Context: an optimization exercise on an open-source flow, tuned for small area and a short achievable clock period. The choices shown serve that exercise and are no tape-out recipe. At most, simulation tests tie the RTL to the original design; equivalence was not proved.

==> flow/design.v <==
module ld19_frame_core (
    input  wire         clk,
    input  wire         rst,         
    input  wire         in_valid,
    input  wire         in_eos,
    input  wire [7:0]   in_data,
    output wire         in_ready,
    input  wire         resume,      
    output reg          ev_valid,
    output reg  [2:0]   ev_kind,
    output wire [604:0] ev_payload
);
    localparam [18:0] MOD = 19'd396000;
    function [7:0] crc8_table(input [7:0] idx);
        integer i;
        reg [7:0] c;
        begin
            c = idx;
            for (i = 0; i < 8; i = i + 1)
                c = c[7] ? ((c << 1) ^ 8'h4D) : (c << 1);
            crc8_table = c;
        end
    endfunction
    reg  [7:0]  r [0:47];     
    reg  [18:0] g [0:11];     
    reg         rdy;
    reg         tq, eq;       
    reg  [7:0]  dq;           
    reg  [7:0]  aux8;         
    reg  [5:0]  ph;           
    reg  [5:0]  bcnt;         
    reg         rd;           
    reg         vflag;        
    reg         hdr1;         
    reg         vok;          
    reg         fd;           
    reg         ended;
    reg         pd, pi, pe;   
    reg         cln;          
    reg         run;          
    reg         angok;        
    reg         fresh;        
    reg  [7:0]  crc;
    reg  [17:0] x;            
    reg  [20:0] lin;          
    assign in_ready = rdy;
    wire take = in_valid & rdy;
    wire [5:0] ph_inc = (ph == 6'd47) ? 6'd0 : ph + 6'd1;
    wire s_eos = tq & eq;
    wire s_byt = tq & ~eq;
    wire s_hdr = s_byt & ~rd & (dq == 8'h54);
    wire s_des = s_byt & ~rd & (dq != 8'h54);
    wire s_fb  = s_byt & rd;                     
    wire s_ins = s_fb & (bcnt <= 6'd46);         
    wire f_evt = rd & (ph == 6'd1) & angok & ~run & vok & (fd | (s_fb & (bcnt == 6'd48)));
    wire start  = rd & ~angok & (ph == 6'd34);
    wire lds    = rd & ~angok & (ph == 6'd7);    
    wire gphase = (ph >= 6'd46) || (ph <= 6'd9);
    wire gload  = run & rd & gphase;
    wire [20:0] lin_m1 = lin - {2'b00, MOD};
    wire [20:0] lin_m2 = lin - {1'b0, MOD, 1'b0};
    wire [18:0] ang_r  = !lin_m2[20] ? lin_m2[18:0] :
                         !lin_m1[20] ? lin_m1[18:0] : lin[18:0];
    wire [15:0] e_val = {r[0], r[1]};
    wire [17:0] d0 = {2'b00, e_val} - x;
    wire [17:0] d1 = {2'b00, e_val} - x + 18'd36000;
    wire [17:0] dval = d0[17] ? d1 : d0;
    wire valid_cmp = (crc == r[0]);
    integer i;
    always @(posedge clk) begin
        for (i = 1; i < 48; i = i + 1)
            r[i] <= r[i-1];
        if (rst)
            r[0] <= 8'd0;
        else if (s_ins)
            r[0] <= dq;
        else if (rd && ph == 6'd7 && bcnt >= 6'd47)
            r[0] <= {7'd0, vflag};        
        else if (rd)
            r[0] <= r[47];
        else
            r[0] <= 8'd0;
        for (i = 1; i < 12; i = i + 1)
            g[i] <= g[i-1];
        if (rst)
            g[0] <= 19'd0;
        else if (gload)
            g[0] <= ang_r;
        else if (rd)
            g[0] <= g[11];
        else
            g[0] <= 19'd0;
        if (lds)
            x <= {2'b00, r[0], r[1]};
        else if (ph == 6'd45)
            x <= dval;
        lin <= start ? 21'd0 : lin + {{3{x[17]}}, x};
        if (ph == 6'd0)
            vflag <= valid_cmp;
        if (s_hdr)
            crc <= 8'hEE;
        else if (fresh)
            crc <= crc8_table(crc ^ r[0]);
        dq <= in_data;
        eq <= in_eos;
    end
    reg [5:0] n_ph, n_bcnt;
    reg       n_rd, n_fd, n_ended, n_pd, n_pi, n_pe, n_cln;
    reg       n_ev;
    reg [2:0] n_kind;
    reg       r_idle;     
    reg       r_cont;     
    always @(*) begin
        n_ph    = ph_inc;
        n_bcnt  = bcnt;
        n_rd    = rd;
        n_fd    = fd;
        n_ended = ended & ~resume;
        n_pd    = pd;
        n_pi    = pi;
        n_pe    = pe;
        n_cln   = cln | (~rd & (ph == 6'd47));
        n_ev    = 1'b0;
        n_kind  = 3'd2;
        if (rd) begin
            if (s_eos) begin
                n_rd    = 1'b0;
                n_fd    = 1'b0;
                n_ph    = 6'd0;
                n_cln   = 1'b0;
                n_ended = 1'b1;
                n_pi    = 1'b1;
            end else if (f_evt) begin
                n_ev    = 1'b1;
                n_rd    = 1'b0;
                n_fd    = 1'b0;
                n_ph    = 6'd0;
                n_cln   = 1'b0;
            end else if (s_fb) begin
                if (bcnt == 6'd48)
                    n_fd = 1'b1;
                else
                    n_bcnt = bcnt + 6'd1;
            end
        end else begin
            if (s_eos) begin
                n_ended = 1'b1;
                if (cln) begin
                    n_ev   = 1'b1;
                    n_kind = 3'd5;
                end else
                    n_pe = 1'b1;
            end else if (s_hdr) begin
                n_rd   = 1'b1;
                n_ph   = 6'd1;
                n_bcnt = 6'd1;
                n_cln  = 1'b0;
            end else if (s_des) begin
                if (cln) begin
                    n_ev   = 1'b1;
                    n_kind = 3'd1;
                end else
                    n_pd = 1'b1;
            end else if (cln && pi) begin
                n_ev   = 1'b1;
                n_kind = 3'd4;
                n_pi   = 1'b0;
                n_pe   = 1'b1;
            end else if (cln && pe) begin
                n_ev   = 1'b1;
                n_kind = 3'd5;
                n_pe   = 1'b0;
            end else if (cln && pd) begin
                n_ev   = 1'b1;
                n_kind = 3'd1;
                n_pd   = 1'b0;
            end
        end
        if (rd & ~s_eos & ~f_evt)
            r_idle = ~fd & ~(s_fb & (bcnt == 6'd48)) &
                     ((bcnt >= 6'd47) | (s_fb & (bcnt >= 6'd46)) |
                      (s_fb ? (ph == bcnt) : (ph_inc == bcnt)));
        else if (s_hdr)
            r_idle = 1'b1;
        else
            r_idle = ~n_ended & ~n_pd & ~n_pi & ~n_pe & ~n_rd;
        r_cont = rd & ~s_eos & ~f_evt & ((bcnt + {5'd0, tq}) <= 6'd47);
    end
    always @(posedge clk) begin
        if (rst) begin
            rdy      <= 1'b0;
            tq       <= 1'b0;
            aux8     <= 8'd0;
            ph       <= 6'd0;
            bcnt     <= 6'd0;
            rd       <= 1'b0;
            hdr1     <= 1'b0;
            vok      <= 1'b0;
            fd       <= 1'b0;
            ended    <= 1'b0;
            pd       <= 1'b0;
            pi       <= 1'b0;
            pe       <= 1'b0;
            cln      <= 1'b0;
            run      <= 1'b0;
            angok    <= 1'b0;
            fresh    <= 1'b0;
            ev_valid <= 1'b0;
            ev_kind  <= 3'd0;
        end else begin
            rdy      <= take ? (~in_eos & r_cont) : r_idle;
            tq       <= take;
            ph       <= n_ph;
            bcnt     <= n_bcnt;
            rd       <= n_rd;
            hdr1     <= f_evt & ~s_eos;
            fd       <= n_fd;
            ended    <= n_ended;
            pd       <= n_pd;
            pi       <= n_pi;
            pe       <= n_pe;
            cln      <= n_cln;
            ev_valid <= n_ev;
            ev_kind  <= n_kind;
            fresh    <= s_ins & (bcnt <= 6'd45);
            if (s_hdr)
                vok <= 1'b0;
            else if (rd && ph == 6'd7 && bcnt >= 6'd47)
                vok <= 1'b1;
            if (s_hdr)
                angok <= 1'b0;
            else if (rd && run && ph == 6'd45)
                angok <= (bcnt >= 6'd44);
            if (start)
                run <= 1'b1;
            else if (s_hdr || ph == 6'd9)
                run <= 1'b0;
            if ((s_fb && bcnt == 6'd6) || s_des)
                aux8 <= dq;
            else if (rd && s_eos)
                aux8 <= {2'b00, bcnt};
            else if (n_ev && n_kind == 3'd5)
                aux8 <= 8'd0;
        end
    end
    function integer st(input integer j);
        st = (48 - j) % 48;
    endfunction
    genvar k;
    generate
        for (k = 0; k < 12; k = k + 1) begin : pts
            if (k == 0)
                assign ev_payload[7:0] = aux8;
            else
                assign ev_payload[43*k +: 8] = r[st(6 + 3*k)];
            assign ev_payload[43*k + 8  +: 8]  = r[st(7 + 3*k)];
            assign ev_payload[43*k + 16 +: 8]  = r[st(8 + 3*k)];
            assign ev_payload[43*k + 24 +: 19] = g[(15 - k) % 12];
        end
    endgenerate
    assign ev_payload[523:516] = {1'b0, hdr1, 1'b0, hdr1, 1'b0, hdr1, 2'b00};
    assign ev_payload[531:524] = r[st(1)];
    assign ev_payload[547:532] = {r[st(3)],  r[st(2)]};
    assign ev_payload[563:548] = {r[st(5)],  r[st(4)]};
    assign ev_payload[579:564] = {r[st(43)], r[st(42)]};
    assign ev_payload[595:580] = {r[st(45)], r[st(44)]};
    assign ev_payload[603:596] = r[st(46)];
    assign ev_payload[604]     = r[st(6)][0];
endmodule
export LEC_CHECK = 0
export CAP_MARGIN = 20
export CORE_MARGIN = 2
export CORE_UTILIZATION = 65
export SLEW_MARGIN = 20
create_clock -name core_clock -period 12.0 [get_ports {clk}]
standard.sh (not shown) runs the stock make flow with config.mk's settings and CLKGATE_MAP_FILE= SYNTH_SCRIPT=/design/flow/synth_recipe.tcl, a recipe that flattens the netlist after the stock synthesis.
==> flow/flow/run.sh <==
#!/bin/bash
set -euo pipefail
export BUFFER_PORTS_ARGS="-buffer_cell sky130_fd_sc_hd__buf_1"
export CTS_ARGS="-sink_clustering_enable -repair_clock_nets -dont_use_dummy_load -sink_clustering_size 30 -sink_clustering_max_diameter 70"
bash standard.sh > standard.log 2>&1
The starting point went through all stages and came out clean.
Edit:
--- a/flow/design.v
+++ b/flow/design.v
@@ -30,9 +30,6 @@
     reg  [5:0]  ph;           
     reg  [5:0]  bcnt;         
     reg         rd;           
-    reg         vflag;        
-    reg         hdr1;         
-    reg         vok;          
     reg         fd;           
     reg         ended;
     reg         pd, pi, pe;   
@@ -52,9 +49,8 @@
     wire s_des = s_byt & ~rd & (dq != 8'h54);
     wire s_fb  = s_byt & rd;                     
     wire s_ins = s_fb & (bcnt <= 6'd46);         
-    wire f_evt = rd & (ph == 6'd1) & angok & ~run & vok & (fd | (s_fb & (bcnt == 6'd48)));
+    wire f_evt = rd & (ph == 6'd9) & (fd | (s_fb & (bcnt == 6'd48)));
     wire start  = rd & ~angok & (ph == 6'd34);
-    wire lds    = rd & ~angok & (ph == 6'd7);    
     wire gphase = (ph >= 6'd46) || (ph <= 6'd9);
     wire gload  = run & rd & gphase;
     wire [20:0] lin_m1 = lin - {2'b00, MOD};
@@ -74,8 +70,8 @@
             r[0] <= 8'd0;
         else if (s_ins)
             r[0] <= dq;
-        else if (rd && ph == 6'd7 && bcnt >= 6'd47)
-            r[0] <= {7'd0, vflag};        
+        else if (rd && ph == 6'd0)
+            r[0] <= {7'd0, valid_cmp};
         else if (rd)
             r[0] <= r[47];
         else
@@ -90,13 +86,11 @@
             g[0] <= g[11];
         else
             g[0] <= 19'd0;
-        if (lds)
-            x <= {2'b00, r[0], r[1]};
+        if (start)
+            x <= {2'b00, r[27], r[28]};
         else if (ph == 6'd45)
             x <= dval;
         lin <= start ? 21'd0 : lin + {{3{x[17]}}, x};
-        if (ph == 6'd0)
-            vflag <= valid_cmp;
         if (s_hdr)
             crc <= 8'hEE;
         else if (fresh)
@@ -121,7 +115,7 @@
         n_pe    = pe;
         n_cln   = cln | (~rd & (ph == 6'd47));
         n_ev    = 1'b0;
-        n_kind  = 3'd2;
+        n_kind  = ev_kind;
         if (rd) begin
             if (s_eos) begin
                 n_rd    = 1'b0;
@@ -132,6 +126,7 @@
                 n_pi    = 1'b1;
             end else if (f_evt) begin
                 n_ev    = 1'b1;
+                n_kind  = 3'd2;
                 n_rd    = 1'b0;
                 n_fd    = 1'b0;
                 n_ph    = 6'd0;
@@ -176,14 +171,8 @@
                 n_pd   = 1'b0;
             end
         end
-        if (rd & ~s_eos & ~f_evt)
-            r_idle = ~fd & ~(s_fb & (bcnt == 6'd48)) &
-                     ((bcnt >= 6'd47) | (s_fb & (bcnt >= 6'd46)) |
-                      (s_fb ? (ph == bcnt) : (ph_inc == bcnt)));
-        else if (s_hdr)
-            r_idle = 1'b1;
-        else
-            r_idle = ~n_ended & ~n_pd & ~n_pi & ~n_pe & ~n_rd;
+        r_idle = n_rd ? (~n_fd & ((n_bcnt >= 6'd47) | (n_ph == n_bcnt)))
+                      : (~n_ended & ~n_pd & ~n_pi & ~n_pe);
         r_cont = rd & ~s_eos & ~f_evt & ((bcnt + {5'd0, tq}) <= 6'd47);
     end
     always @(posedge clk) begin
@@ -194,8 +183,6 @@
             ph       <= 6'd0;
             bcnt     <= 6'd0;
             rd       <= 1'b0;
-            hdr1     <= 1'b0;
-            vok      <= 1'b0;
             fd       <= 1'b0;
             ended    <= 1'b0;
             pd       <= 1'b0;
@@ -213,7 +200,6 @@
             ph       <= n_ph;
             bcnt     <= n_bcnt;
             rd       <= n_rd;
-            hdr1     <= f_evt & ~s_eos;
             fd       <= n_fd;
             ended    <= n_ended;
             pd       <= n_pd;
@@ -223,10 +209,6 @@
             ev_valid <= n_ev;
             ev_kind  <= n_kind;
             fresh    <= s_ins & (bcnt <= 6'd45);
-            if (s_hdr)
-                vok <= 1'b0;
-            else if (rd && ph == 6'd7 && bcnt >= 6'd47)
-                vok <= 1'b1;
             if (s_hdr)
                 angok <= 1'b0;
             else if (rd && run && ph == 6'd45)
@@ -239,12 +221,12 @@
                 aux8 <= dq;
             else if (rd && s_eos)
                 aux8 <= {2'b00, bcnt};
-            else if (n_ev && n_kind == 3'd5)
+            else if (ev_valid)
                 aux8 <= 8'd0;
         end
     end
     function integer st(input integer j);
-        st = (48 - j) % 48;
+        st = (8 - j + 48) % 48;
     endfunction
     genvar k;
     generate
@@ -255,15 +237,15 @@
                 assign ev_payload[43*k +: 8] = r[st(6 + 3*k)];
             assign ev_payload[43*k + 8  +: 8]  = r[st(7 + 3*k)];
             assign ev_payload[43*k + 16 +: 8]  = r[st(8 + 3*k)];
-            assign ev_payload[43*k + 24 +: 19] = g[(15 - k) % 12];
+            assign ev_payload[43*k + 24 +: 19] = g[11 - k];
         end
     endgenerate
-    assign ev_payload[523:516] = {1'b0, hdr1, 1'b0, hdr1, 1'b0, hdr1, 2'b00};
+    assign ev_payload[523:516] = {1'b0, ev_kind[1], 1'b0, ev_kind[1], 1'b0, ev_kind[1], 2'b00};
     assign ev_payload[531:524] = r[st(1)];
     assign ev_payload[547:532] = {r[st(3)],  r[st(2)]};
     assign ev_payload[563:548] = {r[st(5)],  r[st(4)]};
     assign ev_payload[579:564] = {r[st(43)], r[st(42)]};
     assign ev_payload[595:580] = {r[st(45)], r[st(44)]};
     assign ev_payload[603:596] = r[st(46)];
-    assign ev_payload[604]     = r[st(6)][0];
+    assign ev_payload[604]     = r[st(47)][0];
 endmodule
Via count rises by about 3%.
Sequential share of layout area climbs by 0.22 points.
Fmax falls by about 3%.
Global-route usage goes up by 3.1 points.
Synthesized area shrinks by 1.6%.
Core utilization barely changes.
Only the layout flow was run in the first run of this note; the RTL was not checked for function there.

separate check: timing with driven ports:
Ports are ideal in the flow. The routed layouts listed here were re-timed in OpenROAD.
Step 1, drivers: a clkbuf_16 drives clk and a buf_2 each remaining input, both assumed.
Step 2 also shifts input and output timing later by t, the mid clock arrival at the registers, as if the neighbouring blocks saw the same clock.
Three values: ideal, step 1, step 2; two values: the first two.
run | t, ns | slack for setup (ns) | hold WS [ns]
the first run | 0.623 | 8.386 / 8.331 / 7.833 | 0.291 / 0.291 / 0.291
the second run | 0.571 | 8.280 / 8.224 / 8.168 | 0.291 / 0.291 / 0.291
After both steps setup and hold are still met in every run listed. The setup slack of the first run, which loses most, moves by -0.055 ns with the drivers and by -0.553 ns with both steps.
